Source: an optimization exercise on an open RTL-to-GDS flow (aim: small area). Production flows keep margins and buffers that such runs may drop. In this exercise RTL edits were held to simulation tests only and were not proved equivalent to the original. The flow treats the clock pin as an ideal source. Dropping or thinning the clock tree relies on that and would not hold on a real chip. No activity file was given, so power comes from the tool's default toggle rates.

job 1198:
==> flow/design.v (excerpt) <==
module rmap (
    input             clk,
    input             rst,
    input             cmd_valid,
    output            cmd_ready,
    input      [31:0] cmd_word,
    input      [31:0] cmd_data,
    output            rsp_valid,
    input             rsp_ready,
    output     [3:0]  rsp_status,
    output     [31:0] rsp_rdata,
    output     [1:0]  rsp_ebank,
    output     [6:0]  rsp_eaddr,
    output     [7:0]  rsp_esel,
    output     [31:0] rsp_estatus,
    output            bus_req_valid,
    input             bus_req_ready,
    output            bus_req_write,
    output     [6:0]  bus_req_addr,
    output     [7:0]  bus_req_sel,
    output     [15:0] bus_req_wdata,
    input             bus_rsp_valid,
    input      [15:0] bus_rsp_rdata,
    input      [31:0] bus_rsp_status
);
    function [15:0] nswap(input [15:0] w);
        nswap = {w[11:8], w[15:12], w[3:0], w[7:4]};
    endfunction
    reg        s_idle, s_req, s_rsp, s_scan;
    wire       s_wt = !(s_idle || s_req || s_rsp || s_scan);   
    reg [3:0]  t;           
    reg        wr;          
    reg        st0;         
    reg        c_raw, c_mask, c_set;
    reg        c_b;         
    reg [7:0]  c_sel;       
  ...
Size: roughly 440 cells after synthesis, roughly 240 I/O pins.
==> flow/config.mk <==
export PLATFORM = sky130hd
export DESIGN_NAME = rmap
export DESIGN_NICKNAME = rmap
export VERILOG_FILES = /design/flow/design.v
export SDC_FILE = /design/flow/constraint.sdc
export NUM_CORES = 4
export LEC_CHECK = 0
export CAP_MARGIN = 0
export CORE_MARGIN = 2
export CORE_UTILIZATION = 25
export PLACE_DENSITY = 0.75
export SLEW_MARGIN = 0
==> flow/constraint.sdc <==
create_clock -name core_clock -period 6.0 [get_ports {clk}]
set_input_delay 1.2000 -clock core_clock [delete_from_list [all_inputs] [get_ports {clk}]]
set_output_delay 1.2000 -clock core_clock [all_outputs]
set_load 0.01 [all_outputs]
standard.sh (not shown) runs the stock make flow with config.mk's settings and CLKGATE_MAP_FILE= SYNTH_SCRIPT=/design/flow/synth_recipe.tcl, a recipe that flattens the netlist after the stock synthesis.
==> flow/flow/run.sh <==
#!/bin/bash
# Standard ORFS layout with changes that only affect cell area:
#  * the combinational logic of the standard synthesis netlist is mapped
#    again for area (flow/reabc.tcl, best of three ABC scripts); registers, their names and cell types
#    are left as the standard synthesis made them;
#  * the smallest buffer on every port;
#  * a one-level clock tree (flow/cts.tcl): CTS_NB clock buffers, each
#    driving the flip-flops of one region, all driven from the clock port;
#  * one tie cell drives all constant outputs.
set -euo pipefail
export BUFFER_PORTS_ARGS="-buffer_cell sky130_fd_sc_hd__buf_1"
R=$PWD/orfs/results/$FLOW_PLATFORM/rmap/base
bash standard.sh "$R/1_2_yosys.v" > standard_synth.log 2>&1
cp "$R/1_2_yosys.v" "$R/1_2_yosys_standard.v"
LIBERTY=$FLOW_HOME/platforms/$FLOW_PLATFORM/lib/sky130_fd_sc_hd__tt_025C_1v80.lib \
NETLIST_IN=$R/1_2_yosys_standard.v NETLIST_OUT=$R/1_2_yosys.v TOP=$FLOW_TOP \
ABC_SCRIPTS="$PWD/flow/area1.abc $PWD/flow/area2.abc $PWD/flow/area3.abc" yosys -c flow/reabc.tcl > reabc.log 2>&1
bash standard.sh place > standard_place.log 2>&1
RES=$R CTS_BUF=sky130_fd_sc_hd__buf_8 CTS_NB=4 MERGE_TIES=1 \
  openroad -no_init -no_splash -exit flow/cts.tcl > cts.log 2>&1
bash standard.sh > standard_make.log 2>&1
==> flow/flow/cts.tcl <==
# Clock tree: the sinks of clk are split by recursive bisection into
# CTS_NB groups; each group gets one clock buffer, placed at the group's
# centre and driven straight from the clock port.
set plat $::env(FLOW_HOME)/platforms/$::env(FLOW_PLATFORM)
set res $::env(RES)
read_lef $plat/lef/sky130_fd_sc_hd.tlef
read_lef $plat/lef/sky130_fd_sc_hd_merged.lef
read_liberty $plat/lib/sky130_fd_sc_hd__tt_025C_1v80.lib
read_db $res/3_place.odb
read_sdc $res/3_place.sdc
source $plat/setRC.tcl

set block [ord::get_db_block]
set clknet [$block findNet clk]
$clknet setSigType CLOCK
set master [[ord::get_db] findMaster $::env(CTS_BUF)]

proc split_groups {items n} {
  if {$n <= 1 || [llength $items] <= 1} { return [list $items] }
  set xs {}; set ys {}
  foreach s $items { lappend xs [lindex $s 0]; lappend ys [lindex $s 1] }
  set xs [lsort -integer $xs]; set ys [lsort -integer $ys]
  set dx [expr {[lindex $xs end] - [lindex $xs 0]}]
  set dy [expr {[lindex $ys end] - [lindex $ys 0]}]
  set k [expr {$dx >= $dy ? 0 : 1}]
  set items [lsort -integer -index $k $items]
  set h [expr {[llength $items] / 2}]
  set m [expr {$n / 2}]
  return [concat [split_groups [lrange $items 0 [expr {$h - 1}]] $m] \
                 [split_groups [lrange $items $h end] [expr {$n - $m}]]]
}

set sinks {}
foreach it [$clknet getITerms] {
  set loc [[$it getInst] getLocation]
  lappend sinks [list [lindex $loc 0] [lindex $loc 1] $it]
}
set g 0
foreach grp [split_groups $sinks $::env(CTS_NB)] {
  if {![llength $grp]} continue
  set net [odb::dbNet_create $block clknet_$g]
  $net setSigType CLOCK
  set buf [odb::dbInst_create $block $master clkbuf_$g]
  set sx 0; set sy 0
  foreach s $grp {
    set it [lindex $s 2]
    $it disconnect
    $it connect $net
    incr sx [lindex $s 0]; incr sy [lindex $s 1]
  }
  $buf setLocation [expr {$sx / [llength $grp]}] [expr {$sy / [llength $grp]}]
  $buf setPlacementStatus PLACED
  [$buf findITerm A] connect $clknet
  [$buf findITerm X] connect $net
  puts "clock buffer clkbuf_$g drives [llength $grp] sinks"
  incr g
}

# One tie cell for all constant outputs: the standard flow gives each
# constant port its own conb_1; its HI and LO pins can drive them all.
if {$::env(MERGE_TIES)} {
  set keep ""
  foreach inst [$block getInsts] {
    if {[[$inst getMaster] getName] ne "sky130_fd_sc_hd__conb_1"} continue
    if {$keep eq ""} { set keep $inst; continue }
    foreach pin {HI LO} {
      set it [$inst findITerm $pin]
      set net [$it getNet]
      if {$net eq "NULL"} continue
      set knet [[$keep findITerm $pin] getNet]
      if {$knet eq "NULL"} {
        set knet [odb::dbNet_create $block tie_[string tolower $pin]]
        [$keep findITerm $pin] connect $knet
      }
      foreach bt [$net getBTerms] { $bt connect $knet }
      foreach it2 [$net getITerms] { if {[$it2 getInst] ne $inst} { $it2 disconnect; $it2 connect $knet } }
      $it disconnect
      odb::dbNet_destroy $net
    }
    odb::dbInst_destroy $inst
  }
}

detailed_placement
check_placement -verbose
set_propagated_clock [all_clocks]
estimate_parasitics -placement
report_clock_skew
report_checks -path_delay min_max
set worst 0
foreach pin [get_pins -hierarchical */CLK] {
  set s [get_property $pin slew_max_rise]
  if {$s > $worst} { set worst $s }
}
puts "largest clock pin slew (placement estimate): $worst"
write_db $res/4_1_cts.odb
write_db $res/4_cts.odb
write_sdc $res/4_cts.sdc
Other scripts of this flow, unchanged in this note and not shown: flow/flow/area1.abc, flow/flow/area2.abc, flow/flow/area3.abc, flow/flow/reabc.tcl
For job 6701, these inputs were changed with respect to job 1198:
# job 1198
export LEC_CHECK = 0
export CAP_MARGIN = 0
export CORE_MARGIN = 2
export CORE_UTILIZATION = 25
export PLACE_DENSITY = 0.75
export SLEW_MARGIN = 0
create_clock -name core_clock -period 6.0 [get_ports {clk}]
# job 6701
export LEC_CHECK = 0
export CAP_MARGIN = 0
export CORE_MARGIN = 2
export CORE_UTILIZATION = 35
export PLACE_DENSITY = 0.75
export SLEW_MARGIN = 0
create_clock -name core_clock -period 6.0 [get_ports {clk}]
[summary]
Across both runs, sequential power share was lower for job 6701 than for job 1198.
Changes observed in job 6701 relative to job 1198: cell area went down by about 1.3%; number of detailed-route iterations in the first pass went down by 1; clock share of power went down by 0.5 points; worst hold-check slack went down by 0.0074 ns.
No stage failed in job 6701, and the final checks on the layout all came back clean.
## Diff of input files: job 9528 against job 6701
# job 6701
export LEC_CHECK = 0
export CAP_MARGIN = 0
export CORE_MARGIN = 2
export CORE_UTILIZATION = 35
export PLACE_DENSITY = 0.75
export SLEW_MARGIN = 0
create_clock -name core_clock -period 6.0 [get_ports {clk}]
# job 9528
export LEC_CHECK = 0
export CAP_MARGIN = 0
export CORE_MARGIN = 2
export CORE_UTILIZATION = 25
export PLACE_DENSITY = 0.9
export SLEW_MARGIN = 0
create_clock -name core_clock -period 6.0 [get_ports {clk}]
Findings:
- Job 9528 vs job 6701, share of the final layout cell area in sequential cells went down by 0.47 points.
- Job 9528 packs its core looser than job 6701.
- NOTE: total power of the final layout in job 9528 exceeds that of job 6701
- Diff job 6701 -> job 9528 | post-placement cell area | up slightly
- Area growth from synthesis to layout delta for job 9528 relative to job 6701: 1.4 points higher
- Between job 6701 and job 9528, the power dissipated by switching net loads is higher for job 9528.
- Job 6701 has a higher maximum frequency than job 9528.
- Job 9528 vs job 6701: detailed-routing wirelength on met1 up in job 9528
- Of job 9528 and job 6701, it is job 9528 that has the lower global-route track usage on met2.
- [job 9528] number of detailed-route iterations in the first pass rose 1 relative to job 6701
--- input diff job 9528..job 3069 ---
# job 9528
export LEC_CHECK = 0
export CAP_MARGIN = 0
export CORE_MARGIN = 2
export CORE_UTILIZATION = 25
export PLACE_DENSITY = 0.9
export SLEW_MARGIN = 0
create_clock -name core_clock -period 6.0 [get_ports {clk}]
# job 3069
export LEC_CHECK = 0
export CAP_MARGIN = 0
export CORE_MARGIN = 2
export CORE_UTILIZATION = 35
export PLACE_DENSITY = 0.75
export SLEW_MARGIN = 0
create_clock -name core_clock -period 6.0 [get_ports {clk}]
diff --git a/flow/flow/run.sh b/flow/flow/run.sh
--- a/flow/flow/run.sh
+++ b/flow/flow/run.sh
@@ -17,5 +17,5 @@
 ABC_SCRIPTS="$PWD/flow/area1.abc $PWD/flow/area2.abc $PWD/flow/area3.abc" yosys -c flow/reabc.tcl > reabc.log 2>&1
 bash standard.sh place > standard_place.log 2>&1
-RES=$R CTS_BUF=sky130_fd_sc_hd__buf_8 CTS_NB=4 MERGE_TIES=1 \
+RES=$R CTS_BUF=sky130_fd_sc_hd__buf_6 CTS_NB=4 MERGE_TIES=1 \
   openroad -no_init -no_splash -exit flow/cts.tcl > cts.log 2>&1
 bash standard.sh > standard_make.log 2>&1
--- outcome ---
- Summary of job 3069 over job 9528: met3 track utilization from global routing grew by 0.55 points, minimum clock period shrank by 0.41 ns, setup slack grew by 0.41 ns.
In every run of this note, the design's own scripts or RTL, not TritonCTS, make the clock network.

what the ideal ports hide:
No port has a modelled driver above. Below, the same layouts with a new extraction and two added sets of constraints. Step 1 assumes that a clkbuf_16 drives the clock port and a buf_2 every other input. Step 2, shift: input delay + t, output delay - t, t = (earliest + latest rising clock arrival at the registers) / 2. This alone moves slack from input paths to output paths. a / b / c = no drivers / after step 1 / after step 2; a / b = the first two.
run	t, ns	setup slack, ns	worst slew at a driven data input, ns
job 1198	0.209	2.072 / 2.096 / 1.887	0.07
job 6701	0.200	2.461 / 2.513 / 2.313	0.05
job 9528	0.209	2.058 / 2.090 / 1.880	0.08
job 3069	0.203	2.469 / 2.511 / 2.308	0.05
After both steps every run listed still meets setup and hold. The setup slack of job 1198, which loses most, moves by +0.024 ns with the drivers and by -0.185 ns with both steps.
